Context: an optimization exercise on an open-source flow, tuned for small area. The choices shown serve that exercise and are no tape-out recipe. In this exercise RTL edits were held to simulation tests only and were not proved equivalent to the original. Power and IR drop assume default switching activity.

**flow/standard.sh**
```bash
#!/bin/bash
# synth_recipe.tcl (not shown) runs the flow's synth.tcl, then flattens the netlist and writes it again
# the make line also repeats each setting of config.mk as NAME=value (left out here)
make -C /OpenROAD-flow-scripts/flow DESIGN_CONFIG=/design/flow/config.mk WORK_HOME=/design/flow/orfs CLKGATE_MAP_FILE= SYNTH_SCRIPT=/design/flow/synth_recipe.tcl "${@:-finish}"
```
**flow/flow/run.sh**
```bash
#!/bin/bash
set -euo pipefail
W=$(pwd)
mkdir -p my

# ORFS's synthesis, with ABC's script replaced right after the preamble
# that builds abc_args ({-script FILE ...}).
awk -v s="$W/flow/abc.script" '
  { print }
  /^source \$::env\(SCRIPTS_DIR\)\/synth_preamble.tcl/ {
    print "set abc_args [lreplace $abc_args 1 1 " s "]"
  }' "$FLOW_HOME/scripts/synth.tcl" > my/synth.tcl
grep -q "lreplace \$abc_args" my/synth.tcl
sed -e "s#\$::env(SCRIPTS_DIR)/synth.tcl#$W/my/synth.tcl#" synth_recipe.tcl > my/synth_recipe.tcl
grep -q "$W/my/synth.tcl" my/synth_recipe.tcl

# The standard flow's make command, with the synthesis script and the extra settings
sed -e "s#SYNTH_SCRIPT=[^ ]*#SYNTH_SCRIPT=$W/my/synth_recipe.tcl#" standard.sh > my/standard.sh
grep -q "my/synth_recipe.tcl" my/standard.sh
export BUFFER_PORTS_ARGS="-buffer_cell sky130_fd_sc_hd__buf_1"
export CTS_ARGS="-sink_clustering_enable -repair_clock_nets -sink_clustering_size 16 -sink_clustering_max_diameter 100 -buf_list sky130_fd_sc_hd__clkbuf_8 -dont_use_dummy_load"

bash my/standard.sh finish > flow_make.log 2>&1
test -s out/final.def
```
**flow/design.v**
```verilog
module pacal_core (
    input  wire        clk,
    input  wire        rst,           
    input  wire        load_en,
    input  wire [1:0]  load_sel,      
    input  wire [3:0]  load_addr,
    input  wire [15:0] load_data,
    input  wire        run,
    input  wire        stop,
    input  wire [3:0]  irq_req,       
    input  wire [3:0]  irq_mask,
    input  wire        irq_enable,
    input  wire        key_avail,
    input  wire [3:0]  key_data,
    output wire        key_pop,
    output wire        char_valid,
    output wire [3:0]  char_data,
    output wire        running,
    output wire [2:0]  fault,
    input  wire [4:0]  dbg_addr,
    output reg  [3:0]  dbg_data
);
    localparam F_NONE     = 3'd0;
    localparam F_UNKNOWN  = 3'd1;
    localparam F_UNDER    = 3'd2;
    localparam F_OVER     = 3'd3;
    localparam F_RETRANGE = 3'd4;
    localparam F_IRET     = 3'd5;
    function [9:0] encode;
        input [15:0] w;
        reg [3:0] op;
        reg       m;
        reg [2:0] f;
        reg [1:0] ra, rb;
        reg [3:0] imm;
        reg       opnd_ok;
        begin
            op  = w[15:12];
            m   = w[11];
            f   = w[10:8];
            ra  = w[7:6];
            rb  = w[5:4];
            imm = w[3:0];
            opnd_ok = m ? (rb == 2'b00) : (imm == 4'h0);
            encode = 10'b0000_10_0000;
            case (op)
                4'h0: if (w == 16'h0000) encode = 10'b0000_00_0000;
                4'hB: if (f == 3'b000 && ra == 2'b00 && opnd_ok)
                          encode = m ? {4'b1011, 2'b11, imm} : {4'b1111, 2'b11, 2'b00, rb};
                4'hC: if (f <= 3'b010 && ra == 2'b00 && opnd_ok)
                          encode = m ? {4'b1011, f[1:0], imm} : {4'b1111, f[1:0], 2'b00, rb};
                4'hD: if (f == 3'b000 && ra == 2'b00 && opnd_ok)
                          encode = m ? {4'b0000, 2'b01, imm} : {4'b1111, 2'b00, 2'b01, rb};
                4'hE: if (w == 16'hE000 || w == 16'hE100)
                          encode = {4'b0000, 2'b00, 2'b10, 1'b0, f[0]};
                4'hF: if (w == 16'hF000)
                          encode = {4'b0000, 2'b00, 2'b11, 2'b00};
                      else if ((w & 16'hFFFC) == 16'hF100)
                          encode = {4'b0000, 2'b00, 2'b01, imm[1:0]};
                default:  
                    if (f == 3'b000 && opnd_ok)
                        encode = m ? {op, ra, imm} : {2'b11, op[3:2], ra, op[1:0], rb};
            endcase
        end
    endfunction
    reg [9:0]  iring [0:15];          
    reg [3:0]  cnt;                   
    reg [4:0]  prog_len;
    reg [3:0]  rom0, rom1;
    reg [3:0]  ram  [0:9];
    reg [3:0]  regs [0:3];
    reg [3:0]  pc;
    reg        flag_c, flag_z;
    reg [3:0]  top;                   
    reg [3:0]  sring [0:15];          
    reg [4:0]  depth;
    reg        synced;                
    reg        ret_pend;              
    reg [3:0]  irq_status;
    reg        in_handler;
    reg [3:0]  saved_pc;
    reg [1:0]  saved_flags;           
    reg        run_q;
    reg [2:0]  fault_q;
    reg        pc_zero;               
    reg        started;               
    reg        ending;                
    reg [3:0]  wait_n;                
    assign running = run_q;
    assign fault   = fault_q;
    wire [9:0] e     = iring[0];
    wire [3:0] slot  = e[9:6];
    wire [1:0] ra    = e[5:4];
    wire [1:0] rb    = e[1:0];
    wire [3:0] imm   = e[3:0];
    wire       regf  = (e[9:8] == 2'b11);             
    wire       d_m1  = (slot != 4'h0) && (slot <= 4'hA);
    wire       d_m0  = regf && (e[7:6] != 2'b11);
    wire [3:0] op    = regf ? {e[7:6], e[3:2]} : slot;
    wire       is_d  = d_m1 || d_m0;
    wire       is_j  = (slot == 4'hB) || (slot == 4'hF && e[3:2] == 2'b00);
    wire       is_call = (slot == 4'h0 && e[5:4] == 2'b01) || (slot == 4'hF && e[3:2] == 2'b01);
    wire       misc  = (slot == 4'h0) && (e[5:4] == 2'b00);
    wire       is_irq  = misc && (e[3:2] == 2'b01);
    wire       is_rets = misc && (e[3:2] == 2'b10);
    wire       is_hlt  = misc && (e[3:2] == 2'b11);
    wire       is_ill  = !is_d && !is_j && !is_call && !misc;
    wire       is_ret  = is_rets && !e[0];
    wire       is_iret = is_rets && e[0];
    wire       is_end = ({1'b0, pc} >= prog_len);
    wire [1:0] rport  = run_q ? rb : dbg_addr[1:0];
    wire [3:0] rbv    = regs[rport];
    wire [3:0] a      = regs[ra];
    wire [3:0] b      = regf ? rbv : imm;
    wire       is_sub = (op == 4'h2) || (op == 4'h7);
    wire       is_mul = (op == 4'h3);
    wire       is_mov = (op == 4'h8);
    wire [3:0] a_in   = is_mov ? 4'h0 : a;        
    wire [4:0] sum    = {1'b0, a_in} + {1'b0, b ^ {4{is_sub}}} + {4'b0000, is_sub};
    wire [3:0] mul_lo = (b[0] ? a : 4'h0) + (b[1] ? {a[2:0], 1'b0} : 4'h0) +
                        (b[2] ? {a[1:0], 2'b00} : 4'h0) + (b[3] ? {a[0], 3'b000} : 4'h0);
    reg        mul_hi;
    always @(*) begin
        case (a)
            4'd0: mul_hi = 1'b0;
            4'd1: mul_hi = 1'b0;
            4'd2: mul_hi = b > 4'd7;
            4'd3: mul_hi = b > 4'd5;
            4'd4, 4'd5: mul_hi = b > 4'd3;
            4'd6, 4'd7: mul_hi = b > 4'd2;
            default: mul_hi = b > 4'd1;
        endcase
    end
    reg  [3:0] res;
    reg        res_c;
    always @(*) begin
        res   = 4'h0;
        res_c = 1'b0;
        case (op)
            4'h1, 4'h8: begin res = sum[3:0]; res_c = sum[4]; end
            4'h2, 4'h7: begin res = sum[3:0]; res_c = ~sum[4]; end
            4'h3: begin res = mul_lo; res_c = mul_hi; end
            4'h4: res = a & b;
            4'h5: res = a | b;
            4'h6: res = a ^ b;
            default: ;
        endcase
    end
    wire       res_z  = (res == 4'h0) && !(is_mul && res_c);
    wire [3:0] maddr = run_q ? b : dbg_addr[3:0];
    reg  [3:0] mdata;
    always @(*) begin
        case (maddr)
            4'd0:  mdata = rom0;
            4'd1:  mdata = rom1;
            4'd2:  mdata = ram[0];
            4'd3:  mdata = ram[1];
            4'd4:  mdata = ram[2];
            4'd5:  mdata = ram[3];
            4'd6:  mdata = ram[4];
            4'd7:  mdata = ram[5];
            4'd8:  mdata = ram[6];
            4'd9:  mdata = ram[7];
            4'd10: mdata = ram[8];
            4'd11: mdata = ram[9];
            default: mdata = 4'h0;
        endcase
    end
    wire [3:0] bus_rdata = (b == 4'd13) ? {3'b000, key_avail} :
                           (b == 4'd14) ? (key_avail ? key_data : 4'h0) : mdata;
    reg cond;
    always @(*) begin
        case (e[5:4])
            2'b00: cond = flag_z;
            2'b01: cond = ~flag_z;
            2'b10: cond = flag_c;
            default: cond = 1'b1;
        endcase
    end
    wire [3:0] armed    = irq_status & irq_mask;
    wire       irq_take = irq_enable && !in_handler && (armed != 4'h0);
    wire [1:0] irq_line = armed[0] ? 2'd0 : armed[1] ? 2'd1 : armed[2] ? 2'd2 : 2'd3;
    wire       here     = (cnt == pc);                  
    wire       sready   = (cnt == depth[3:0]);          
    wire       empty    = (depth == 5'd0);
    wire       full     = depth[4];
    wire       ret_bad  = ({1'b0, top} >= prog_len);
    reg  [2:0] fcode;
    always @(*) begin
        fcode = F_NONE;
        if (is_ill) fcode = F_UNKNOWN;
        else if (is_call && full) fcode = F_OVER;
        else if (is_ret && empty) fcode = F_UNDER;
        else if (is_ret && ret_bad) fcode = F_RETRANGE;
        else if (is_iret && !in_handler) fcode = F_IRET;
    end
    wire       x_fault  = !is_end && (fcode != F_NONE);
    wire       x_stop   = is_end || is_hlt;
    wire       act      = run_q && !stop && !ending && !irq_take && !ret_pend && here;
    wire       x_go     = act && !x_stop && !x_fault && !is_ret &&
                          !(is_call && !synced && !sready);
    wire       is_load  = is_d && op == 4'h9;
    wire       is_store = is_d && op == 4'hA;
    wire       wr_reg   = is_d && (op <= 4'h6 || op == 4'h8 || op == 4'h9);
    wire       wr_flags = is_d && op <= 4'h7;
    assign key_pop    = x_go && is_load && (b == 4'd14) && key_avail;
    assign char_valid = x_go && is_store && (b == 4'd15);
    assign char_data  = a;
    wire [3:0] wval = (op == 4'h9) ? bus_rdata : res;
    wire [3:0] pc1 = pc + 4'd1;
    wire [9:0] lword = encode(load_data);
    wire       iwe   = !run_q && load_en && (load_sel == 2'd0) && !rst;
    wire [3:0] wslot = load_addr + ~cnt;
    integer i;
    always @(posedge clk) begin
        cnt <= cnt + 4'd1;
        for (i = 0; i < 16; i = i + 1)
            iring[i] <= (iwe && wslot == i) ? (lword ^ {10{i[0]}}) : ~iring[(i + 1) % 16];
        for (i = 0; i < 15; i = i + 1) sring[i] <= sring[i + 1];
        sring[15] <= sready ? top : sring[0];
        if (sready) synced <= 1'b1;
        if (rst) begin
            for (i = 0; i < 4; i = i + 1) regs[i] <= 4'h0;
            for (i = 0; i < 10; i = i + 1) ram[i] <= 4'h0;
            prog_len    <= 5'd0;
            flag_c      <= 1'b0;
            flag_z      <= 1'b0;
            depth       <= 5'd0;
            synced      <= 1'b1;
            ret_pend    <= 1'b0;
            irq_status  <= 4'h0;
            in_handler  <= 1'b0;
            saved_pc    <= 4'h0;
            saved_flags <= 2'b00;
            run_q       <= 1'b0;
            fault_q     <= F_NONE;
            pc_zero     <= 1'b1;
            ending      <= 1'b0;
        end else begin
            irq_status <= irq_status | irq_req;
            if (!run_q) begin
                if (load_en) begin
                    case (load_sel)
                        2'd1: begin
                            if (load_addr == 4'd0) rom0 <= load_data[3:0];
                            if (load_addr == 4'd1) rom1 <= load_data[3:0];
                        end
                        2'd2: begin
                            prog_len <= load_data[4:0];
                            pc_zero  <= 1'b1;
                        end
                        default: ;
                    endcase
                end else if (run) begin
                    run_q    <= 1'b1;
                    fault_q  <= F_NONE;
                    pc_zero  <= 1'b0;
                    if (pc_zero) pc <= 4'h0;
                    started  <= 1'b0;
                    wait_n   <= 4'd0;
                end
            end else if (stop) begin
                run_q    <= 1'b0;
                ending   <= 1'b0;
                ret_pend <= 1'b0;
            end else if (ending) begin
                wait_n <= wait_n + 4'd1;
                if (wait_n == 4'd15) begin
                    run_q  <= 1'b0;
                    ending <= 1'b0;
                end
            end else if (irq_take) begin
                saved_pc    <= pc;
                saved_flags <= {flag_c, flag_z};
                in_handler  <= 1'b1;
                irq_status  <= (irq_status & ~(4'b0001 << irq_line)) | irq_req;
                pc          <= {irq_line, 2'b00};
                ret_pend    <= 1'b0;
            end else if (ret_pend) begin
                if (sready) begin
                    pc       <= top;
                    top      <= sring[15];
                    depth    <= depth - 5'd1;
                    ret_pend <= 1'b0;
                end
            end else if (!here) begin
                if (!started) wait_n <= wait_n + 4'd1;
            end else begin
                started <= 1'b1;
                if (x_stop) begin
                    ending <= 1'b1;
                end else if (x_fault) begin
                    ending   <= 1'b1;
                    fault_q  <= fcode;
                end else if (is_ret) begin
                    ret_pend <= 1'b1;
                end else if (x_go) begin
                    pc <= pc1;
                    if (wr_reg) regs[ra] <= wval;
                    if (wr_flags) begin
                        flag_c <= res_c;
                        flag_z <= res_z;
                    end
                    if (is_store)
                        for (i = 0; i < 10; i = i + 1)
                            if (b == i + 2) ram[i] <= a;
                    if (is_irq) irq_status <= irq_status | irq_req | (4'b0001 << e[1:0]);
                    if (is_j && cond) pc <= b;
                    if (is_call) begin
                        pc     <= b;
                        top    <= pc1;
                        depth  <= depth + 5'd1;
                        synced <= 1'b0;
                    end
                    if (is_iret) begin
                        pc         <= saved_pc;
                        flag_c     <= saved_flags[1];
                        flag_z     <= saved_flags[0];
                        in_handler <= 1'b0;
                    end
                end
            end
        end
    end
    always @(*) begin
        if (!dbg_addr[4])
            dbg_data = mdata;
        else begin
            case (dbg_addr[3:0])
                4'd0, 4'd1, 4'd2, 4'd3: dbg_data = rbv;
                4'd4:  dbg_data = {2'b00, flag_c, flag_z};
                4'd5:  dbg_data = pc_zero ? 4'h0 : pc;
                4'd6:  dbg_data = (fault_q != F_NONE) ? pc : 4'h0;
                4'd7:  dbg_data = depth[3:0];
                4'd8:  dbg_data = {3'b000, depth[4]};
                4'd9:  dbg_data = empty ? 4'h0 : top;
                4'd10: dbg_data = irq_status;
                4'd11: dbg_data = {3'b000, in_handler};
                4'd12: dbg_data = saved_pc;
                4'd13: dbg_data = {2'b00, saved_flags};
                default: dbg_data = 4'h0;
            endcase
        end
    end
endmodule
```
**flow/config.mk**
```make
export PLATFORM = sky130hd
export DESIGN_NAME = pacal_core
export DESIGN_NICKNAME = pacal_core
export VERILOG_FILES = /design/flow/design.v
export SDC_FILE = /design/flow/constraint.sdc
export NUM_CORES = 4
export LEC_CHECK = 0
export CAP_MARGIN = 20
export CORE_MARGIN = 2
export CORE_UTILIZATION = 55
export CTS_BUF_LIST = sky130_fd_sc_hd__clkbuf_8
export CTS_CLUSTER_DIAMETER = 100
export CTS_CLUSTER_SIZE = 16
export SLEW_MARGIN = 20
```
**flow/flow/abc.script**
```
strash
&get -n
&fraig -x
&put
scorr
dc2
strash
&get -n
&deepsyn -T 40
&dch -f
&nf -R 1000
&put
```
**flow/constraint.sdc**
```tcl
create_clock -name core_clock -period 10.0 [get_ports {clk}]
set_input_delay 2.0000 -clock core_clock [delete_from_list [all_inputs] [get_ports {clk}]]
set_output_delay 2.0000 -clock core_clock [all_outputs]
set_load 0.01 [all_outputs]
```
==> run_results.csv, run 1 <==
group,metric,value,unit
route,first_pass_iters,6,
logic_synthesis,syn_inst,1403,
timing,hold_viol,0,
route,avgViaCountPerCell,5.930,
status,outcome,"timing/DRC/antenna clean",
setup_path,cp-end-kind,"output port",
logic_synthesis,yosysTopAreaCellShare,46.01,%
flow_run,cap_violations,0,
timing,fin_worst_skew,0.07692,ns
setup_path,cp_slowest_cell,"mux4_2",
timing,rsz0062_at_grt,"false",
logic_synthesis,yosysSeqAreaShare,54.55,%
cts,ctsResizeCount,0,
finish,area_growth_syn_to_layout,7.964,%
cts,clk_latency,0.60,ns
timing,tightest_slew,1.075,ns
placed_design,placed_cells,1791,
logic_synthesis,synth_nets,1483,
logic_synthesis,synth.largest_area_cell,"dfxtp_1",
logic_synthesis,yosysWarnings,4,
route,wire_per_inst,20.17,um
timing,fin_crit,7.853,ns
floorplanning,fp.dieArea,24900,um^2
finish,nets,1578,
setup_path,worstPathRequired,8.00,ns
route,ant_nets,0,
setup_path,path_cells,"buf_1, nor2_1, a21oi_1, mux4_2, mux2_1, clkinv_1, nor2_1, a22oi_1, nor2_1, a222oi_1, nand3_1, a211oi_1, a21oi_1, buf_1",
timing,final_max_slew_viol_count,0,
setup_path,crit_top_cell,"nor2_1",
placed_design,io_buffers,59,
pwr,power_density,166.8,nW/um^2
finish,fin_area,14040,um^2
route,dr_total_vias,10770,
setup_path,path_delay_family,"compound AO/OA/AOI/OAI gates",
timing,period_share,78.53,%
floorplanning,core.rowCount,56,
floorplanning,coreArea,23330,um^2
cts,cts-htree-levels,1,
placed_design,dp_hpwl,27060,um
floorplanning,die_h,157.8,um
logic_synthesis,ys.flop_type,"dfxtp_1",
setup_path,critPathMaxStageDelay,0.60,ns
cts,cts_setup_buffers,0,
logic_synthesis,synth.area.top_cells,"dfxtp_1 (46%), edfxtp_1 (8.5%), nor2_1 (8.2%)",
timing,fmax,127.3,MHz
logic_synthesis,syn_area,13010,um^2
logic_synthesis,yosys.cell_types.count,55,
cts,cts.path.max_buffers,3,
finish,final_core_util,60.19,%
route,wirelength,36620,um
finish,fin_cells,1816,
cts,cts.clk_slew.worst_paths,0.10,ns
setup_path,worstPathBufferInverterCount,3,
logic_synthesis,synth_common_cells,"dfxtp_1 (299), nor2_1 (285), a21oi_1 (209)",
cts,clock_sinks,336,
cts,cts_hold_buffers,0,
grt,grt_pass1_vias,9953,
placed_design,place.gp.congestion,1.005,
logic_synthesis,ys_seq_elements,336,
floorplanning,start_util,55.75,%
cts,cts-root-buf,"clkbuf_8",
setup_path,worstSetupPathType,"in2out",
cts,numCtsBuffers,24,
pwr,finalPower,0.002342,W
logic_synthesis,async_flop_share,0,%
pwr,ir_worst_vdd,0.0001198,V
logic_synthesis,avgSynthCellArea,9.272,um^2
logic_synthesis,synth_most_common_cell,"dfxtp_1",
setup_path,reg2reg_slack,4.98,ns
setup_path,crit_arrival,5.85,ns
pwr,p_leak,5.346,nW
timing,setup_viol,0,
grt,grt_max_degree,46,
grt,grt_pass1_wl,56100,um
timing,finalSetupTns,0,ns
worst_hold_path,hp-class,"reg2reg",
timing,relSlewSlack,28.16,%
setup_path,cp_max_fo,10,
finish,drive_gt1_share,2.674,%
setup_path,cp-start-kind,"primary input",
floorplanning,die_width,157.8,um
grt,grt-ovfl-total,0,
route,first_iter_violations,856,
logic_synthesis,synth_edf_count,37,
floorplanning,pin_count,60,
cts,cts_tree,"done",
route,post-route-drc-count,0,
placed_design,placed_area,13710,um^2
grt,antenna_found_initial,2,
grt,grtUsageTotal,29.32,%
==> worst reg2reg max path, stage by stage, from the launching register on <==
cell and delay, ns:
dfxtp_1 0.32, buf_4 0.29, nor2_1 0.11, a21oi_1 0.46, mux4_2 0.37, nor2_1 0.05, a21oi_1 0.37, ha_1 0.27
clkinv_1 0.10, fa_1 0.51, clkinv_1 0.07, ha_1 0.21, xnor2_1 0.16, xnor2_1 0.15, xnor2_1 0.15, xnor2_1 0.10
a21oi_1 0.13, o21ai_0 0.17, o21ai_0 0.57, clkinv_1 0.15
==> layout by cell type, fill, tap and decap left out, types with 6 or more instances in the layout <==
master and n:
a21o_1 8, a21oi_1 209, a221oi_1 10, a22o_1 41, a22oi_1 21, a31oi_1 12
and2_0 7, and3_1 10, buf_1 58, buf_4 10, clkbuf_8 24, clkinv_1 48
dfxtp_1 299, edfxtp_1 37, ha_1 30, mux2_1 7, nand2_1 100, nand2b_1 15
nand3_1 32, nand4_1 7, nor2_1 285, nor2b_1 17, nor3_1 18, nor4_1 7
o21ai_0 61, o21bai_1 7, o22ai_1 6, or2_0 6, or3_1 9, xnor2_1 21
xor2_1 8
==> through the flow <==
| step | setup slack [ns] | hold WS [ns] |
|---|---|---|
| CTS | 2.221 | 0.3273 |
| global placement | 2.376 | 0.3101 |
| finish | 2.147 | 0.3240 |
| floorplan | 3.125 | 0.3096 |
| detailed placement | 2.238 | 0.3121 |
| global route | 1.842 | 0.3312 |
==> layer usage <==
layer / vias to the layer above / part of all wire (%) / GRT usage (%)
li1: 5193 / - / -
met1: 5093 / 44 / 39.79
met2: 394 / 46 / 47.43
met3: 86 / 7.2 / 5.256
met4: 2 / 3.4 / 9.870
met5: - / 0.035 / 0
==> registers in the layout, indices dropped and copies added, names as in the netlist, 5 cells and up <==
signal / cells
ram: 40
depth: 5
regs: 16
prog_len: 5
sring: 64
iring: 160
==> area by class of cell <==
| class | instances | area, um^2 |
|---|---|---|
| timing repair buffer | 69 | 297.8 |
| fill | 2111 | 9288 |
| tap | 319 | 399.1 |
| multi-input combinational | 1019 | 5738 |
| sequential | 336 | 7097 |
| clock buffer | 24 | 330.3 |
| antenna | 1 | 2.502 |
| inverter | 48 | 180.2 |
==> final timing paths <==
| kind | to | from | cells after the start |
|---|---|---|---|
| worst max-delay path | dbg_data[1] | dbg_addr[1] | 14 |
| worst min-delay path | sring[12][0] | sring[13][0] | 0 |
| worst max register to register | regs[3][3] | run_q | 19 |
| worst min register to register | sring[12][0] | sring[13][0] | 0 |
==> logic make-up (layout without fill, tap and decap cells) <==
logic type	count (synthesis)	after routing	synth area share, %
compound gates	421	421	19.80
simple gates	524	524	17.51
flops	336	336	54.55
buf+inv	48	141	1.385
xor+xnor	29	29	1.953
fa+ha+maj	34	34	3.501
other cells	0	1	0
mux	11	11	1.299
==> report_power, final <==
group | switching, W | internal [W] | leakage, nW
Sequential | 0.0000381 | 0.00144 | 2.93
Clock | 0.000401 | 0.000216 | 0.173
Combinational | 0.000158 | 0.0000882 | 2.24
Total | 0.000597 | 0.00174 | 5.35
==> run 2, diff against run 1 <==
--- a/flow/design.v
+++ b/flow/design.v
@@ -212,9 +212,14 @@
     wire       iwe   = !run_q && load_en && (load_sel == 2'd0) && !rst;
     wire [3:0] wslot = load_addr + ~cnt;
+    wire       ram_we = x_go && is_store;
+    integer k;
+    always @(posedge clk)
+        for (k = 0; k < 10; k = k + 1)
+            if (rst || (ram_we && b == k + 2)) ram[k] <= rst ? 4'h0 : a;
     integer i;
     always @(posedge clk) begin
         cnt <= cnt + 4'd1;
         for (i = 0; i < 16; i = i + 1)
-            iring[i] <= (iwe && wslot == i) ? (lword ^ {10{i[0]}}) : ~iring[(i + 1) % 16];
+            iring[i] <= (iwe && wslot == i) ? lword : iring[(i + 1) % 16];
         for (i = 0; i < 15; i = i + 1) sring[i] <= sring[i + 1];
         sring[15] <= sready ? top : sring[0];
@@ -222,5 +227,4 @@
         if (rst) begin
             for (i = 0; i < 4; i = i + 1) regs[i] <= 4'h0;
-            for (i = 0; i < 10; i = i + 1) ram[i] <= 4'h0;
             prog_len    <= 5'd0;
             flag_c      <= 1'b0;
@@ -302,7 +306,4 @@
                         flag_z <= res_z;
                     end
-                    if (is_store)
-                        for (i = 0; i < 10; i = i + 1)
-                            if (b == i + 2) ram[i] <= a;
                     if (is_irq) irq_status <= irq_status | irq_req | (4'b0001 << e[1:0]);
                     if (is_j && cond) pc <= b;
--- a/flow/config.mk
+++ b/flow/config.mk
@@ -8,5 +8,5 @@
 export CAP_MARGIN = 20
 export CORE_MARGIN = 2
-export CORE_UTILIZATION = 55
+export CORE_UTILIZATION = 65
 export CTS_BUF_LIST = sky130_fd_sc_hd__clkbuf_8
 export CTS_CLUSTER_DIAMETER = 100
==> run_results.csv, run 2 <==
group,metric,value,unit
placed_design,dp_hpwl,24810,um
placed_design,place.gp.congestion,0.9947,
timing,hold_viol,0,
timing,fin_crit,7.755,ns
cts,cts-root-buf,"clkbuf_8",
status,outcome,"timing/DRC/antenna clean",
logic_synthesis,ys_seq_elements,336,
route,wire_per_inst,19.93,um
cts,ctsResizeCount,0,
finish,top_regs,"iring: 160 flops, sring: 64 flops, ram: 40 flops",
timing,rsz0062_at_grt,"false",
timing,period_share,77.55,%
cts,clk_latency,0.58,ns
cts,cts-htree-levels,1,
finish,layout_commonest_cell,"nand2_1",
finish,final_cell_mix,"nand2_1 (274), dfxtp_1 (259), o21ai_0 (202)",
floorplanning,fp.dieArea,21050,um^2
route,first_iter_violations,967,
logic_synthesis,async_flop_share,0,%
timing,relSlewSlack,39.47,%
timing,setup_viol,0,
setup_path,worstPathRequired,8.00,ns
floorplanning,start_util,66.26,%
logic_synthesis,synth.largest_area_cell,"dfxtp_1",
setup_path,cp-end-kind,"output port",
timing,fin_worst_skew,0.04155,ns
grt,grt_pass1_vias,9858,
cts,cts.path.max_buffers,3,
flow_run,cap_violations,0,
logic_synthesis,yosysWarnings,4,
timing,finalSetupTns,0,ns
finish,final_core_util,71.38,%
cts,cts.clk_slew.worst_paths,0.10,ns
logic_synthesis,synth_common_cells,"nand2_1 (274), dfxtp_1 (259), o21ai_0 (203)",
route,ant_nets,0,
finish,fin_area,13940,um^2
floorplanning,coreArea,19530,um^2
cts,cts_tree,"done",
pwr,power_density,157.4,nW/um^2
cts,clock_sinks,336,
timing,worst_slack,2.245,ns
pwr,finalPower,0.002193,W
grt,grtUsageTotal,31.88,%
floorplanning,core.rowCount,51,
logic_synthesis,syn_inst,1342,
route,wirelength,33920,um
route,dr_total_vias,10400,
route,post-route-drc-count,0,
logic_synthesis,synth.area.top_cells,"dfxtp_1 (40%), edfxtp_1 (18%), nand2_1 (7.9%)",
cts,numCtsBuffers,24,
finish,largest_register_ffs,160,
finish,antenna_cells,0,
pwr,p_leak,5.012,nW
logic_synthesis,yosysSeqAreaShare,57.95,%
timing,fmax,128.9,MHz
floorplanning,die_h,145.1,um
logic_synthesis,synth_nets,1422,
floorplanning,pin_count,60,
logic_synthesis,ys.flop_type,"dfxtp_1",
finish,nets,1519,
cts,cts_setup_buffers,0,
grt,antenna_found_initial,0,
timing,final_max_slew_viol_count,0,
setup_path,crit_arrival,5.76,ns
logic_synthesis,syn_area,12940,um^2
logic_synthesis,yosysTopAreaCellShare,40.08,%
setup_path,cp_max_fo,9,
logic_synthesis,synth_most_common_cell,"nand2_1",
finish,top_register,"iring",
finish,area_growth_syn_to_layout,7.727,%
floorplanning,die_width,145.1,um
finish,drive_gt1_share,2.853,%
timing,tightest_slew,0.9002,ns
route,avgViaCountPerCell,6.113,
logic_synthesis,synth_edf_count,77,
setup_path,cp-start-kind,"primary input",
route,first_pass_iters,5,
cts,cts_hold_buffers,0,
placed_design,pre_cts_ws,2.456,ns
pwr,ir_worst_vdd,0.0001479,V
logic_synthesis,yosys.cell_types.count,60,
worst_hold_path,hp-class,"reg2reg",
setup_path,worstSetupPathType,"in2out",
grt,grt_max_degree,26,
logic_synthesis,avgSynthCellArea,9.640,um^2
grt,grt_pass1_wl,53490,um
grt,grt-ovfl-total,0,
placed_design,io_buffers,59,
placed_design,placed_area,13600,um^2
run 2: cell types whose count changed after synthesis, moves of 11 or more:
cell and change:
edfxtp_1 +40, a22oi_1 -11, nand3_1 -12, o21ai_0 +142
dfxtp_1 -40, o22ai_1 +11, nand2_1 +174, a21oi_1 -166
nor2_1 -166, a22o_1 -27
run 2: logic make-up (layout without fill, tap and decap cells):
family	after synthesis	count (layout)	synth area share [%]
simple gates	510	510	16.82
buf+inv	45	140	1.306
mux	3	3	0.2514
fa+ha+maj	34	34	3.520
xor+xnor	29	29	1.963
flops	336	336	57.95
compound gates	385	385	18.19
run 2: worst paths after layout:
kind / slack (ns) / start / to / cells past startpoint
min reg2reg: 0.33 / sring[1][0] / sring[0][0] / 0
max: 2.24 / dbg_addr[1] / dbg_data[2] / 16
max reg2reg: 4.92 / run_q / regs[3][3] / 20
min: 0.33 / sring[1][0] / sring[0][0] / 0
run 2: metal layers:
layer | vias to the layer above | wire length (um) | global-route usage (%)
met2 | 479 | 15610 | 52.14
met5 | - | 0 | 0
met3 | 78 | 3183 | 8.208
met4 | 0 | 1147 | 9.951
met1 | 4873 | 13980 | 41.94
li1 | 4974 | - | -
run 2: metrics by stage:
| step | cells | hold WS [ns] |
|---|---|---|
| after floorplan | 1342 | 0.3096 |
| final | 1702 | 0.3319 |
| after CTS | 1702 | 0.3326 |
| after global routing | 1702 | 0.3372 |
| after global placement | 1678 | 0.3105 |
| after detailed placement | 1678 | 0.3121 |
run 2: cell type report:
type	instances	area, um^2
repair buffers	71	311.5
flip-flops and latches	336	7497
clock buffers	24	330.3
multi-input cells	961	5298
fillers	1470	5589
well taps	265	331.6
inverters	45	168.9
run 2: where the power goes:
| group | switching [W] | total [W] | leakage [nW] | internal (W) |
|---|---|---|---|---|
| Clock | 0.000391 | 0.000606 | 0.173 | 0.000215 |
| Combinational | 0.0000994 | 0.000145 | 1.96 | 0.0000459 |
| Sequential | 0.0000213 | 0.00144 | 2.88 | 0.00142 |
| Total | 0.000511 | 0.00219 | 5.01 | 0.00168 |
run 2: worst max-delay path, stage by stage:
cell and delay [ns]:
buf_1 0.27, nor2_1 0.12, a21oi_1 0.22, nand2_1 0.13, o22ai_1 0.23, nor3_1 0.08, a21oi_1 0.50, clkinv_1 0.42
nor2_1 0.32, a21oi_1 0.17, nor2_1 0.39, a22oi_1 0.16, nand4_1 0.13, a211oi_1 0.10, a21oi_1 0.31, buf_1 0.20
==> run 3, diff against run 2 <==
--- a/flow/config.mk
+++ b/flow/config.mk
@@ -8,5 +8,5 @@
 export CAP_MARGIN = 20
 export CORE_MARGIN = 2
-export CORE_UTILIZATION = 65
+export CORE_UTILIZATION = 55
 export CTS_BUF_LIST = sky130_fd_sc_hd__clkbuf_8
 export CTS_CLUSTER_DIAMETER = 100
==> run_results.csv, run 3 <==
group,metric,value,unit
cts,cts.path.max_buffers,3,
finish,area_growth_syn_to_layout,8.124,%
cts,cts_hold_buffers,0,
timing,fin_worst_skew,0.05336,ns
logic_synthesis,synth_edf_count,77,
cts,cts-root-buf,"clkbuf_8",
timing,hold_viol,0,
timing,final_max_slew_viol_count,0,
cts,clock_sinks,336,
setup_path,r2r_cells,20,
floorplanning,coreArea,23260,um^2
grt,grt-busiest-layer,"met2",
timing,fmax,129.6,MHz
cts,clk_latency,0.59,ns
floorplanning,fp.dieArea,24770,um^2
finish,antenna_cells,0,
floorplanning,die_h,157.4,um
placed_design,placed_area,13660,um^2
placed_design,io_buffers,59,
logic_synthesis,yosysWarnings,4,
route,first_pass_iters,6,
timing,relSlewSlack,36.14,%
timing,period_share,77.15,%
finish,regArea,7497,um^2
logic_synthesis,ys_seq_elements,336,
grt,gr-usage-met3,3.662,%
placed_design,dp_hpwl,25620,um
route,post-route-drc-count,0,
timing,finalSetupTns,0,ns
grt,grt_pass1_wl,53640,um
finish,fin_cells,1756,
logic_synthesis,ys.flop_type,"dfxtp_1",
logic_synthesis,synth.area.top_cells,"dfxtp_1 (40%), edfxtp_1 (18%), nand2_1 (7.9%)",
setup_path,crit_start,"dbg_addr[1]",
cts,cts-htree-levels,1,
route,avgViaCountPerCell,5.804,
setup_path,r2r_start,"run_q",
floorplanning,core.rowCount,56,
cts,cts.clk_slew.worst_paths,0.10,ns
logic_synthesis,syn_area,12940,um^2
setup_path,r2r_end,"regs[1][3]",
route,ant_nets,0,
floorplanning,die_width,157.4,um
grt,grt_max_degree,26,
grt,grt-ovfl-total,0,
cts,cts_tree,"done",
floorplanning,start_util,55.62,%
pwr,ir_worst_vdd,0.0001618,V
setup_path,cp_max_fo,9,
status,outcome,"timing/DRC/antenna clean",
placed_design,place.gp.congestion,0.9507,
placed_design,placed_cells,1732,
logic_synthesis,yosysTopAreaCellShare,40.08,%
setup_path,crit_arrival,5.71,ns
setup_path,cp-start-kind,"primary input",
floorplanning,pin_count,60,
logic_synthesis,syn_inst,1342,
route,wirelength,34610,um
logic_synthesis,synth.largest_area_cell,"dfxtp_1",
setup_path,worstSetupPathType,"in2out",
grt,antenna_found_initial,0,
timing,fin_crit,7.715,ns
route,wire_per_inst,19.71,um
finish,top_regs,"iring: 160 flops, sring: 64 flops, ram: 40 flops",
logic_synthesis,synth_most_common_cell,"nand2_1",
logic_synthesis,synth_common_cells,"nand2_1 (274), dfxtp_1 (259), o21ai_0 (203)",
grt,grt_pass1_vias,9640,
logic_synthesis,async_flop_share,0,%
pwr,p_leak,5.009,nW
cts,cts_setup_buffers,0,
logic_synthesis,yosys.cell_types.count,60,
setup_path,reg2reg_slack,5.00,ns
finish,top_register,"iring",
timing,setup_viol,0,
finish,largest_register_ffs,160,
logic_synthesis,synth_nets,1422,
flow_run,cap_violations,0,
finish,final_cell_mix,"nand2_1 (274), dfxtp_1 (259), o21ai_0 (202)",
finish,fin_area,13990,um^2
worst_hold_path,whs_path_depth,0,
route,dr_total_vias,10190,
setup_path,cp-end-kind,"output port",
cts,ctsResizeCount,0,
finish,nets,1519,
finish,drive_gt1_share,2.644,%
cts,numCtsBuffers,24,
route,first_iter_violations,691,
finish,layout_commonest_cell,"nand2_1",
finish,nFillCells,2122,
setup_path,worstPathRequired,8.00,ns
logic_synthesis,avgSynthCellArea,9.640,um^2
grt,use_met1,36.05,%
timing,tightest_slew,0.9558,ns
timing,rsz0062_at_grt,"false",
worst_hold_path,hp-class,"reg2reg",
setup_path,cp-endpoint,"dbg_data[1]",
logic_synthesis,yosysSeqAreaShare,57.95,%
grt,grtUsageTotal,28.06,%
grt,grtUsageMet2,48.37,%
pwr,power_density,157.2,nW/um^2
finish,multi_input_area,5281,um^2
## run 3: cell types whose count changed in the layout (fill, tap and decap cells not counted)
cell	delta
a21oi_1	+1
a21oi_2	-1
nor4_1	+1
nor4_2	-1
nor4b_1	+1
nor4b_2	-1
## run 3: layer usage
layer | vias to the layer above | part of all wire (%)
li1 | 4982 | -
met1 | 4785 | 43
met2 | 340 | 48
met3 | 85 | 5.2
met4 | 0 | 3.9
met5 | - | 0
## run 3: area by class of cell
| type | instances | share of cell area [%] |
|---|---|---|
| sequential | 336 | 53.60 |
| multi-input combinational | 961 | 37.75 |
| tap | 319 | 2.853 |
| clock buffer | 24 | 2.361 |
| timing repair buffer | 71 | 2.227 |
| inverter | 45 | 1.208 |
## run 3: stage by stage
stage	util [%]	total power [W]	hold slack (ns)	setup WS, ns
final	60.13	0.002200	0.3214	2.285
after global placement	58.70	0.001615	0.3103	2.624
after floorplan	-	0.001550	0.3096	3.616
after global routing	60.13	0.002277	0.3346	1.970
after detailed placement	58.71	0.001616	0.3121	2.401
after CTS	60.13	0.002213	0.3167	2.373
## run 3: critical path, cell delays in order
cell and delay [ns]:
buf_1 0.27, nor2_1 0.10, a21oi_1 0.18, nand2_1 0.14, o22ai_1 0.22, nor3_1 0.07, a21oi_1 0.58, clkinv_1 0.47
nor2_1 0.33, a21oi_1 0.17, nor2_1 0.36, a22oi_1 0.17, and4_1 0.24, nand2_1 0.08, nor2_1 0.05, a21oi_1 0.11
buf_1 0.17
## run 3: power breakdown
part / leakage (nW) / internal [W] / switching [W]
combinational: 1.95 / 0.0000450 / 0.0000981
sequential: 2.88 / 0.00142 / 0.0000218
clock: 0.173 / 0.000215 / 0.000398
## run 3: how the worst min path moves through the flow
stage             endpoint         from
2_1_floorplan  sring[0][0]  sring[1][0]
3_3_place_gp   sring[3][3]  sring[4][3]
3_5_place_dp   sring[3][1]  sring[4][1]
4_1_cts        sring[1][2]  sring[2][2]
5_1_grt        sring[7][1]  sring[8][1]
6_report       sring[1][2]  sring[2][2]
## run 3: cells by family (layout without fill, tap and decap cells)
family,count (synthesis),after routing,share of synthesized area (%)
AO/OA/AOI/OAI,385,385,18.19
buffers and inverters,45,140,1.306
adder cells (fa/ha/maj),34,34,3.520
flip-flops,336,336,57.95
XOR/XNOR,29,29,1.963
multiplexers,3,3,0.2514
AND/OR/NAND/NOR,510,510,16.82
==> run 4, diff against run 3 <==
==> flow/flow/abc.script (replaced) <==
strash
&get -n
&fraig -x
&put
scorr
dc2
strash
&get -n
&deepsyn -T 60
&put
dch -f
amap
&get -n
&dch -f
&nf -R 1000
&put
==> run_results.csv, run 4 <==
group,metric,value,unit
route,first_pass_iters,6,
grt,grtUsageTotal,27.26,%
setup_path,worstPathRequired,8.00,ns
cts,cts.clk_slew.worst_paths,0.09,ns
finish,top_regs,"iring: 160 flops, sring: 64 flops, ram: 40 flops",
logic_synthesis,synth.area.top_cells,"dfxtp_1 (40%), edfxtp_1 (18%), o21ai_0 (8.3%)",
finish,antenna_cells,0,
timing,finalSetupTns,0,ns
finish,largest_register_ffs,160,
logic_synthesis,ys.flop_type,"dfxtp_1",
cts,clock_sinks,336,
logic_synthesis,async_flop_share,0,%
cts,numCtsBuffers,24,
logic_synthesis,yosys.cell_types.count,52,
floorplanning,core.rowCount,56,
finish,fin_cells,1755,
route,wirelength,33530,um
floorplanning,coreArea,23260,um^2
pwr,ir_worst_vdd,0.0001644,V
status,outcome,"timing/DRC/antenna clean",
logic_synthesis,synth_edf_count,77,
grt,grt-ovfl-total,0,
finish,fin_area,13970,um^2
route,wl_met1,14770,um
setup_path,worstSetupPathType,"in2out",
logic_synthesis,syn_area,12920,um^2
finish,regArea,7497,um^2
worst_hold_path,hp-class,"reg2reg",
setup_path,worstPathBufferInverterCount,3,
setup_path,r2r_start,"iring[0][9]",
timing,setup_viol,0,
cts,cts.path.max_buffers,3,
placed_design,dp_hpwl,24530,um
logic_synthesis,synthXorXnorAreaFrac,1.966,%
finish,top_register,"iring",
route,ant_nets,0,
timing,fmax,134.7,MHz
floorplanning,fp.dieArea,24730,um^2
timing,final_max_slew_viol_count,0,
setup_path,cp_slowest_cell,"clkinv_1",
route,dr_total_vias,10180,
logic_synthesis,ys_seq_elements,336,
placed_design,place.gp.congestion,0.9457,
timing,rsz0062_at_grt,"false",
route,avgViaCountPerCell,5.799,
setup_path,crit_arrival,5.42,ns
route,highest_layer,"met4",
grt,grt_max_degree,39,
route,first_iter_violations,755,
route,wl_met3,2158,um
floorplanning,die_h,157.3,um
flow_run,cap_violations,0,
finish,layout_commonest_cell,"nand2_1",
logic_synthesis,yosysWarnings,4,
cts,cts_tree,"done",
floorplanning,start_util,55.53,%
floorplanning,pin_count,60,
placed_design,placed_area,13630,um^2
logic_synthesis,synth_nets,1422,
route,wire_per_inst,19.11,um
setup_path,path_delay_family,"simple AND/OR/NAND/NOR gates",
cts,cts-root-buf,"clkbuf_8",
cts,cts-htree-levels,1,
setup_path,reg2reg_slack,4.81,ns
timing,relSlewSlack,38.07,%
worst_hold_path,holdPathEnd,"sring[10][1]",
logic_synthesis,avgSynthCellArea,9.626,um^2
logic_synthesis,yosysSeqAreaShare,58.03,%
logic_synthesis,synth_simple_gate_area_share,16.92,%
cts,cts_hold_buffers,0,
placed_design,pre_cts_ws,2.643,ns
timing,tightest_slew,0.9211,ns
grt,grt_pass1_vias,9477,
setup_path,r2r_cells,18,
finish,multi_input_area,5271,um^2
worst_hold_path,hold_start,"sring[11][1]",
setup_path,critPathMaxStageDelay,0.37,ns
finish,nets,1518,
setup_path,cp-start-kind,"primary input",
finish,final_cell_mix,"nand2_1 (267), dfxtp_1 (259), o21ai_0 (211)",
pwr,power_density,156.8,nW/um^2
timing,worst_slack,2.576,ns
setup_path,cp_max_fo,11,
logic_synthesis,synth_top_family_by_area,"compound AO/OA/AOI/OAI gates",
setup_path,path_cells,"buf_1, nor2b_1, a21o_1, nand2_1, o22ai_1, nor3_1, a21oi_1, clkinv_1, nand2_1, nand2_1, o21ai_0, nor2_1, a222oi_1, and4_1, nand2_1, nor2_1, a21oi_1, buf_1",
timing,fin_crit,7.424,ns
logic_synthesis,syn_inst,1342,
timing,fin_worst_skew,0.02861,ns
logic_synthesis,synth_most_common_cell,"nand2_1",
cts,cts_setup_buffers,0,
setup_path,cp-end-kind,"output port",
floorplanning,die_width,157.3,um
timing,hold_viol,0,
timing,period_share,74.24,%
logic_synthesis,muxShareOfSynthArea,0.5133,%
logic_synthesis,synth.largest_area_cell,"dfxtp_1",
logic_synthesis,synth_fa_ha_area_share,3.525,%
placed_design,io_buffers,59,
placed_design,placed_cells,1731,
setup_path,crit_top_cell,"nand2_1",
setup_path,r2r_end,"regs[3][3]",
pwr,p_leak,4.950,nW
grt,grt_pass1_wl,52550,um
cts,ctsResizeCount,0,
logic_synthesis,synth_compound_area_share,17.70,%
finish,drive_gt1_share,2.716,%
route,post-route-drc-count,0,
grt,antenna_found_initial,0,
logic_synthesis,synth_common_cells,"nand2_1 (267), dfxtp_1 (259), o21ai_0 (213)",
logic_synthesis,yosysTopAreaCellShare,40.14,%
finish,area_growth_syn_to_layout,8.175,%
finish,nFillCells,2124,
route,wl_met2,15450,um
cts,clk_latency,0.55,ns
worst_hold_path,whs_path_depth,0,
-- run 4: final cells by class --
class | instances | share of cell area, %
clock buffers | 24 | 2.364
well taps | 319 | 2.856
inverters | 46 | 1.236
flip-flops and latches | 336 | 53.65
multi-input cells | 960 | 37.72
repair buffers | 70 | 2.176
-- run 4: worst register-to-register path, stage by stage (launching register included) --
cell and delay, ns:
dfxtp_1 0.62, and3_1 0.30, nand2_1 0.09, o22ai_1 0.48, nand2b_1 0.20, o21ai_0 0.21
nor2_1 0.39, a31oi_1 0.33, xnor2_1 0.35, ha_1 0.27, nor2b_1 0.12, o21ai_0 0.18
nand2b_1 0.09, xnor2_1 0.22, o221ai_1 0.16, a221oi_1 0.44, o21ai_0 0.17, nand4_1 0.24
clkinv_1 0.10
-- run 4: cell families (layout without fill, tap and decap cells) --
group / count (synthesis) / count (layout)
buffers and inverters: 46 / 140
flip-flops: 336 / 336
multiplexers: 6 / 6
AND/OR/NAND/NOR: 508 / 508
XOR/XNOR: 29 / 29
adder cells (fa/ha/maj): 34 / 34
AO/OA/AOI/OAI: 383 / 383
-- run 4: worst max-delay path by stage --
| stage | from | cells past startpoint | to |
|---|---|---|---|
| after floorplan | dbg_addr[1] | 14 | dbg_data[2] |
| after global placement | dbg_addr[1] | 17 | dbg_data[0] |
| after detailed placement | dbg_addr[1] | 18 | dbg_data[1] |
| after CTS | dbg_addr[1] | 18 | dbg_data[1] |
| after global routing | dbg_addr[1] | 17 | dbg_data[0] |
| final | dbg_addr[1] | 18 | dbg_data[1] |
-- run 4: metal layers --
| metal | GRT usage, % | up-vias |
|---|---|---|
| met1 | 36.83 | 4772 |
| li1 | - | 4981 |
| met5 | 0 | - |
| met2 | 44.54 | 350 |
| met3 | 4.543 | 75 |
| met4 | 9.610 | 0 |
-- run 4: through the flow --
stage	util (%)	hold WS, ns	total power [W]
4_1_cts	60.02	0.3333	0.002204
3_5_place_dp	58.60	0.3121	0.001617
5_1_grt	60.07	0.3371	0.002276
2_1_floorplan	-	0.3096	0.001551
6_report	60.07	0.3288	0.002191
3_3_place_gp	58.60	0.3107	0.001618
-- run 4: report_power, final --
part | total (W) | internal (W) | switching, W
Clock | 0.000603 | 0.000216 | 0.000388
Sequential | 0.00144 | 0.00142 | 0.0000185
Combinational | 0.000148 | 0.0000465 | 0.000102
Total | 0.00219 | 0.00168 | 0.000508
==> run 5, diff against run 4 <==
--- a/flow/design.v
+++ b/flow/design.v
@@ -208,5 +208,6 @@
     assign char_data  = a;
     wire [3:0] wval = (op == 4'h9) ? bus_rdata : res;
-    wire [3:0] pc1 = pc + 4'd1;
+    wire [3:0] cnt1 = cnt + 4'd1;
+    wire [3:0] pc1  = cnt1;
     wire [9:0] lword = encode(load_data);
     wire       iwe   = !run_q && load_en && (load_sel == 2'd0) && !rst;
@@ -219,5 +220,5 @@
     integer i;
     always @(posedge clk) begin
-        cnt <= cnt + 4'd1;
+        cnt <= cnt1;
         for (i = 0; i < 16; i = i + 1)
             iring[i] <= (iwe && wslot == i) ? lword : iring[(i + 1) % 16];
==> flow/flow/abc.script (replaced) <==
strash
&get -n
&fraig -x
&put
scorr
dc2
strash
&get -n
&deepsyn -T 40
&dch -f
&nf -R 1000
&put
==> run_results.csv, run 5 <==
group,metric,value,unit
pwr,power_density,158.8,nW/um^2
flow_run,cap_violations,0,
timing,tightest_slew,0.9530,ns
route,wirelength,34270,um
pwr,ir_worst_vdd,0.0001699,V
cts,cts.clk_slew.worst_paths,0.10,ns
finish,fin_cells,1734,
cts,cts.path.max_buffers,3,
floorplanning,start_util,56.52,%
placed_design,placed_cells,1708,
route,dr_total_vias,10050,
timing,relSlewSlack,34.65,%
logic_synthesis,synth.largest_area_cell,"dfxtp_1",
placed_design,pre_cts_ws,2.131,ns
logic_synthesis,ys.flop_type,"dfxtp_1",
finish,antenna_cells,0,
finish,top_register,"iring",
timing,finalSetupTns,0,ns
finish,drive_gt1_share,3.096,%
setup_path,crit_arrival,5.94,ns
timing,fin_worst_skew,0.07530,ns
cts,clock_sinks,336,
timing,hold_viol,0,
route,avgViaCountPerCell,5.795,
setup_path,cp-start-kind,"primary input",
route,ant_nets,0,
finish,final_cell_mix,"nand2_1 (273), dfxtp_1 (259), o21ai_0 (208)",
timing,fmax,125.9,MHz
timing,final_max_slew_viol_count,0,
finish,layout_commonest_cell,"nand2_1",
logic_synthesis,synth.area.top_cells,"dfxtp_1 (40%), edfxtp_1 (18%), o21ai_0 (8.1%)",
cts,cts_hold_buffers,0,
logic_synthesis,synth_nets,1404,
floorplanning,pin_count,60,
grt,grt_pass1_vias,9514,
timing,rsz0062_at_grt,"false",
finish,largest_register_ffs,160,
logic_synthesis,synth_most_common_cell,"nand2_1",
cts,cts_setup_buffers,0,
logic_synthesis,synth_common_cells,"nand2_1 (273), dfxtp_1 (259), o21ai_0 (209)",
placed_design,dp_hpwl,25000,um
logic_synthesis,syn_area,12870,um^2
floorplanning,coreArea,22780,um^2
logic_synthesis,ys_seq_elements,336,
logic_synthesis,syn_inst,1325,
timing,fin_crit,7.940,ns
cts,cts-root-buf,"clkbuf_8",
setup_path,worstSetupPathType,"in2out",
logic_synthesis,yosysSeqAreaShare,58.23,%
route,wire_per_inst,19.77,um
placed_design,place.gp.congestion,0.9724,
cts,cts-htree-levels,1,
grt,grt-ovfl-total,0,
floorplanning,die_h,157,um
timing,setup_viol,0,
route,post-route-drc-count,0,
pwr,finalPower,0.002214,W
route,first_pass_iters,5,
grt,antenna_found_initial,0,
logic_synthesis,yosysTopAreaCellShare,40.27,%
timing,period_share,79.40,%
floorplanning,fp.dieArea,24650,um^2
pwr,p_leak,4.984,nW
logic_synthesis,yosys.cell_types.count,51,
cts,clk_latency,0.58,ns
finish,nets,1502,
timing,worst_slack,2.060,ns
cts,numCtsBuffers,25,
finish,top_regs,"iring: 160 flops, sring: 64 flops, ram: 40 flops",
grt,grtUsageTotal,28.04,%
logic_synthesis,synth_edf_count,77,
floorplanning,die_width,157,um
placed_design,io_buffers,59,
logic_synthesis,avgSynthCellArea,9.717,um^2
floorplanning,core.rowCount,55,
grt,grt_max_degree,26,
cts,cts_tree,"done",
grt,grt_pass1_wl,53340,um
status,outcome,"timing/DRC/antenna clean",
route,first_iter_violations,1057,
setup_path,worstPathRequired,8.00,ns
setup_path,cp-end-kind,"output port",
setup_path,cp_max_fo,12,
finish,area_growth_syn_to_layout,8.261,%
cts,ctsResizeCount,0,
worst_hold_path,hp-class,"reg2reg",
logic_synthesis,yosysWarnings,4,
logic_synthesis,async_flop_share,0,%
timing,whs,0.3230,ns
## run 5: path summary, 6_finish.rpt
kind                             startpoint          end  slack (ns)  depth (start not counted)
worst min-delay path            sring[3][2]  sring[2][2]        0.32                          0
worst max-delay path            dbg_addr[1]  dbg_data[3]        2.06                         14
worst max register to register        run_q   regs[2][3]        4.54                         18
worst min register to register  sring[3][2]  sring[2][2]        0.32                          0
## run 5: layer usage
metal	part of all wire [%]	vias to the layer above	global-route usage, %
met5	0	-	0
met4	3.4	0	8.781
met3	7.6	77	4.433
met2	45	404	45.49
met1	44	4665	38.77
li1	-	4903	-
## run 5: worst max-delay path: stages
cell and delay [ns]:
buf_1 0.30, mux2_1 0.35, mux4_2 0.57, mux2i_1 0.77, nor2_1 0.19, o21ai_0 0.36, nor2_1 0.19, a22o_1 0.27
a221o_1 0.27, a21oi_1 0.13, nand4_1 0.16, nor2_1 0.14, a21oi_1 0.06, buf_1 0.15
## run 5: cells by family after synthesis
family                     after synthesis  share of synthesized area (%)
adders and majority gates               33                          3.440
muxes                                   15                          1.613
xor gates and xnor gates                26                          1.769
buffers and inverters                   49                          1.429
AOI/OAI and AO/OA                      363                          16.87
and+or+nand+nor                        503                          16.65
DFF                                    336                          58.23
## run 5: stage by stage
step                utilization (%)  instance area, um^2
floorplan                         -                12870
global placement              59.60                13580
detailed placement            59.60                13580
CTS                           61.12                13920
global route                  61.19                13940
finish                        61.19                13940
## run 5: layout make-up
cell class | instances | area, um^2
fill | 1986 | 8840
sequential | 336 | 7497
multi-input combinational | 940 | 5210
tap | 313 | 391.6
clock buffer | 25 | 344.1
timing repair buffer | 71 | 311.5
inverter | 49 | 183.9
## run 5: power by group
| group | total [W] | switching, W | internal (W) |
|---|---|---|---|
| sequential | 0.00144 | 0.0000179 | 0.00142 |
| clock | 0.000617 | 0.000394 | 0.000223 |
| combinational | 0.000156 | 0.000108 | 0.0000484 |
| total | 0.00221 | 0.000520 | 0.00169 |
==> run 6, diff against run 5 <==
--- a/flow/design.v
+++ b/flow/design.v
@@ -64,4 +64,15 @@
         end
     endfunction
+    function ge_len;
+        input [3:0] x;
+        input [4:0] y;
+        begin
+            ge_len = !y[4] &&
+                     ((x[3] && !y[3]) || ((x[3] || !y[3]) &&
+                     ((x[2] && !y[2]) || ((x[2] || !y[2]) &&
+                     ((x[1] && !y[1]) || ((x[1] || !y[1]) &&
+                      (x[0] || !y[0])))))));
+        end
+    endfunction
     reg [9:0]  iring [0:15];          
     reg [3:0]  cnt;                   
@@ -108,5 +119,5 @@
     wire       is_ret  = is_rets && !e[0];
     wire       is_iret = is_rets && e[0];
-    wire       is_end = ({1'b0, pc} >= prog_len);
+    wire       is_end = ge_len(pc, prog_len);
     wire [1:0] rport  = run_q ? rb : dbg_addr[1:0];
     wire [3:0] rbv    = regs[rport];
@@ -185,5 +196,5 @@
     wire       empty    = (depth == 5'd0);
     wire       full     = depth[4];
-    wire       ret_bad  = ({1'b0, top} >= prog_len);
+    wire       ret_bad  = ge_len(top, prog_len);
     reg  [2:0] fcode;
     always @(*) begin
==> run_results.csv, run 6 <==
group,metric,value,unit
status,outcome,"timing/DRC/antenna clean",
grt,grt-ovfl-total,0,
setup_path,crit_top_cell,"nor2_1",
logic_synthesis,yosysWarnings,4,
logic_synthesis,synth_common_cells,"dfxtp_1 (259), nand2_1 (254), o21ai_0 (207)",
logic_synthesis,yosysSeqAreaShare,58.57,%
pwr,p_leak,4.936,nW
setup_path,worstPathRequired,8.00,ns
finish,largest_register_ffs,160,
finish,top_register,"iring",
grt,use_met1,36.25,%
finish,nets,1482,
floorplanning,fp.dieArea,24510,um^2
grt,antenna_found_initial,0,
setup_path,cp_slowest_cell,"mux4_2",
route,avgViaCountPerCell,5.830,
floorplanning,die_width,156.6,um
cts,clk_latency,0.59,ns
grt,grt-busiest-layer,"met2",
grt,grt_max_degree,32,
logic_synthesis,avgSynthCellArea,9.742,um^2
timing,relSlewSlack,30.99,%
cts,cts-htree-levels,1,
logic_synthesis,syn_inst,1314,
setup_path,critPathMaxStageDelay,0.60,ns
route,first_iter_violations,741,
floorplanning,coreArea,22780,um^2
placed_design,io_buffers,59,
route,post-route-drc-count,0,
timing,fin_worst_skew,0.05003,ns
grt,grtUsageTotal,29.24,%
cts,cts-root-buf,"clkbuf_8",
floorplanning,die_h,156.6,um
setup_path,r2r_start,"iring[0][4]",
cts,numCtsBuffers,24,
logic_synthesis,synth_nets,1385,
logic_synthesis,synth.area.top_cells,"dfxtp_1 (41%), edfxtp_1 (18%), o21ai_0 (8.1%)",
finish,area_growth_syn_to_layout,8.279,%
logic_synthesis,synth_most_common_cell,"dfxtp_1",
finish,final_cell_mix,"dfxtp_1 (259), nand2_1 (254), o21ai_0 (206)",
timing,rsz0062_at_grt,"false",
placed_design,place.gp.congestion,0.9717,
grt,grt_pass1_wl,54570,um
setup_path,crit_start,"dbg_addr[0]",
timing,setup_viol,0,
cts,ctsResizeCount,0,
timing,fmax,128.5,MHz
setup_path,cp_max_fo,8,
cts,cts_setup_buffers,0,
floorplanning,core.rowCount,55,
floorplanning,pin_count,60,
finish,top_regs,"iring: 160 flops, sring: 64 flops, ram: 40 flops",
placed_design,pre_cts_ws,2.312,ns
placed_design,dp_hpwl,26050,um
grt,gr-usage-met3,3.545,%
floorplanning,start_util,56.20,%
logic_synthesis,async_flop_share,0,%
cts,cts.path.max_buffers,3,
worst_hold_path,hold_start,"sring[13][2]",
setup_path,worstPathBufferInverterCount,3,
route,first_pass_iters,5,
cts,clock_sinks,336,
logic_synthesis,ys_seq_elements,336,
timing,final_max_slew_viol_count,0,
logic_synthesis,yosys.cell_types.count,57,
pwr,finalPower,0.002188,W
logic_synthesis,ys.flop_type,"dfxtp_1",
setup_path,path_delay_family,"multiplexers",
pwr,swShare,23.30,%
setup_path,crit_arrival,5.78,ns
pwr,sequentialPowerShare,65.7,%
placed_design,placed_area,13520,um^2
route,wire_per_inst,20.46,um
finish,drive_gt1_share,3.194,%
pwr,ir_worst_vdd,0.0001593,V
finish,antenna_cells,0,
logic_synthesis,syn_area,12800,um^2
setup_path,cp-start-kind,"primary input",
pwr,clock_power_share,27.9,%
pwr,combPwrFrac,6.4,%
finish,nFillCells,2017,
pwr,p_sw,0.0005098,W
worst_hold_path,hp-class,"reg2reg",
timing,period_share,77.80,%
setup_path,worstSetupPathType,"in2out",
timing,tightest_slew,1.026,ns
pwr,p_int,0.001679,W
logic_synthesis,synth_edf_count,77,
cts,cts_tree,"done",
logic_synthesis,yosysTopAreaCellShare,40.50,%
timing,fin_crit,7.780,ns
cts,cts_hold_buffers,0,
cts,cts.clk_slew.worst_paths,0.09,ns
grt,grt_pass1_vias,9610,
flow_run,cap_violations,0,
setup_path,cp-end-kind,"output port",
finish,fin_area,13860,um^2
route,dr_total_vias,10040,
setup_path,path_cells,"buf_1, mux2i_1, mux4_2, mux2i_1, clkinv_1, nor2_1, a21oi_1, nor2_1, a22oi_1, and4_1, nand2_1, nor2_1, a21oi_1, buf_1",
timing,worst_slack,2.220,ns
route,ant_nets,0,
logic_synthesis,synth.largest_area_cell,"dfxtp_1",
timing,hold_viol,0,
pwr,power_density,157.9,nW/um^2
route,wirelength,35230,um
finish,layout_commonest_cell,"dfxtp_1",
timing,finalSetupTns,0,ns
grt,grtUsageMet2,51.44,%
run 6: path summary, 6_finish.rpt:
| kind | depth (start not counted) | endpoint | slack, ns |
|---|---|---|---|
| worst max-delay path | 14 | dbg_data[2] | 2.22 |
| worst min-delay path | 0 | sring[12][2] | 0.33 |
| worst max register to register | 17 | regs[0][3] | 5.23 |
| worst min register to register | 0 | sring[12][2] | 0.33 |
run 6: cells by family (layout without fill, tap and decap cells):
kind of cell | count (synthesis) | after routing | share of synthesized area [%]
and+or+nand+nor | 488 | 488 | 16.37
buffers and inverters | 48 | 143 | 1.407
muxes | 13 | 13 | 1.456
adders and majority gates | 27 | 27 | 2.835
xor gates and xnor gates | 28 | 28 | 1.916
DFF | 336 | 336 | 58.57
AOI/OAI and AO/OA | 374 | 374 | 17.45
run 6: worst register-to-register path: cells and delay by family, from the launching register on:
kind	cells	cell delay, ns
XOR/XNOR	3	0.44
AO/OA/AOI/OAI	4	1.26
adder cells (fa/ha/maj)	3	0.86
AND/OR/NAND/NOR	4	1.02
buffers and inverters	3	0.43
flip-flops	1	0.49
run 6: layout make-up:
type | count | area (um^2) | area share [%]
Sequential cell | 336 | 7497 | 54.09
Inverter | 48 | 180.2 | 1.300
Tap cell | 313 | 391.6 | 2.825
Multi-Input combinational cell | 930 | 5150 | 37.15
Timing Repair Buffer | 71 | 311.5 | 2.248
Clock buffer | 24 | 330.3 | 2.383
run 6: through the flow:
stage / utilization [%] / hold slack [ns] / cells
after floorplan: - / 0.3096 / 1314
after global placement: 59.30 / 0.3095 / 1698
after detailed placement: 59.34 / 0.3121 / 1698
after CTS: 60.79 / 0.3284 / 1722
after global routing: 60.85 / 0.3330 / 1722
final: 60.85 / 0.3278 / 1722
run 6: metal layers:
layer / routed length [um] / share of wire (%)
met5: 0 / 0
met2: 17230 / 49
met4: 1684 / 4.8
met1: 14610 / 41
met3: 1700 / 4.8
run 6: power by group through the flow:
stage / Sequential, W / Combinational, W / Clock (W)
6_report: 0.00144 / 0.000140 / 0.000610
3_5_place_dp: 0.00147 / 0.000137 / 0
5_1_grt: 0.00144 / 0.000155 / 0.000669
2_1_floorplan: 0.00146 / 0.0000807 / 0
4_1_cts: 0.00144 / 0.000138 / 0.000627
3_3_place_gp: 0.00147 / 0.000136 / 0

[what the ideal ports hide]
In the flow no input, the clock included, has a driving cell. The finished layouts below were timed again as built, in two steps.
Step 1 assumes that a clkbuf_16 drives the clock port and a buf_2 every other input.
Step 2 adds t to the input delays and takes it off the output delays; t is the mean of the earliest and latest rising clock arrival at the registers after step 1. Input paths then give back, and output paths get back, about the clock's delay inside the block.
a / b / c = ideal / step 1 / step 2; a / b = the first two.
| run | t (ns) | slack for setup (ns) | hold WS [ns] |
|---|---|---|---|
| run 1 | 0.607 | 2.147 / 2.111 / 2.111 | 0.324 / 0.324 / 0.324 |
| run 2 | 0.601 | 2.245 / 2.216 / 2.216 | 0.332 / 0.332 / 0.332 |
| run 3 | 0.607 | 2.285 / 2.241 / 2.241 | 0.321 / 0.321 / 0.321 |
| run 4 | 0.579 | 2.576 / 2.542 / 2.542 | 0.329 / 0.329 / 0.329 |
| run 5 | 0.588 | 2.060 / 2.025 / 2.025 | 0.323 / 0.323 / 0.323 |
| run 6 | 0.610 | 2.220 / 2.183 / 2.183 | 0.328 / 0.328 / 0.328 |
After both steps every run listed still meets setup and hold. The setup slack of run 3, which loses most, moves by -0.044 ns with the drivers and by -0.044 ns with both steps.
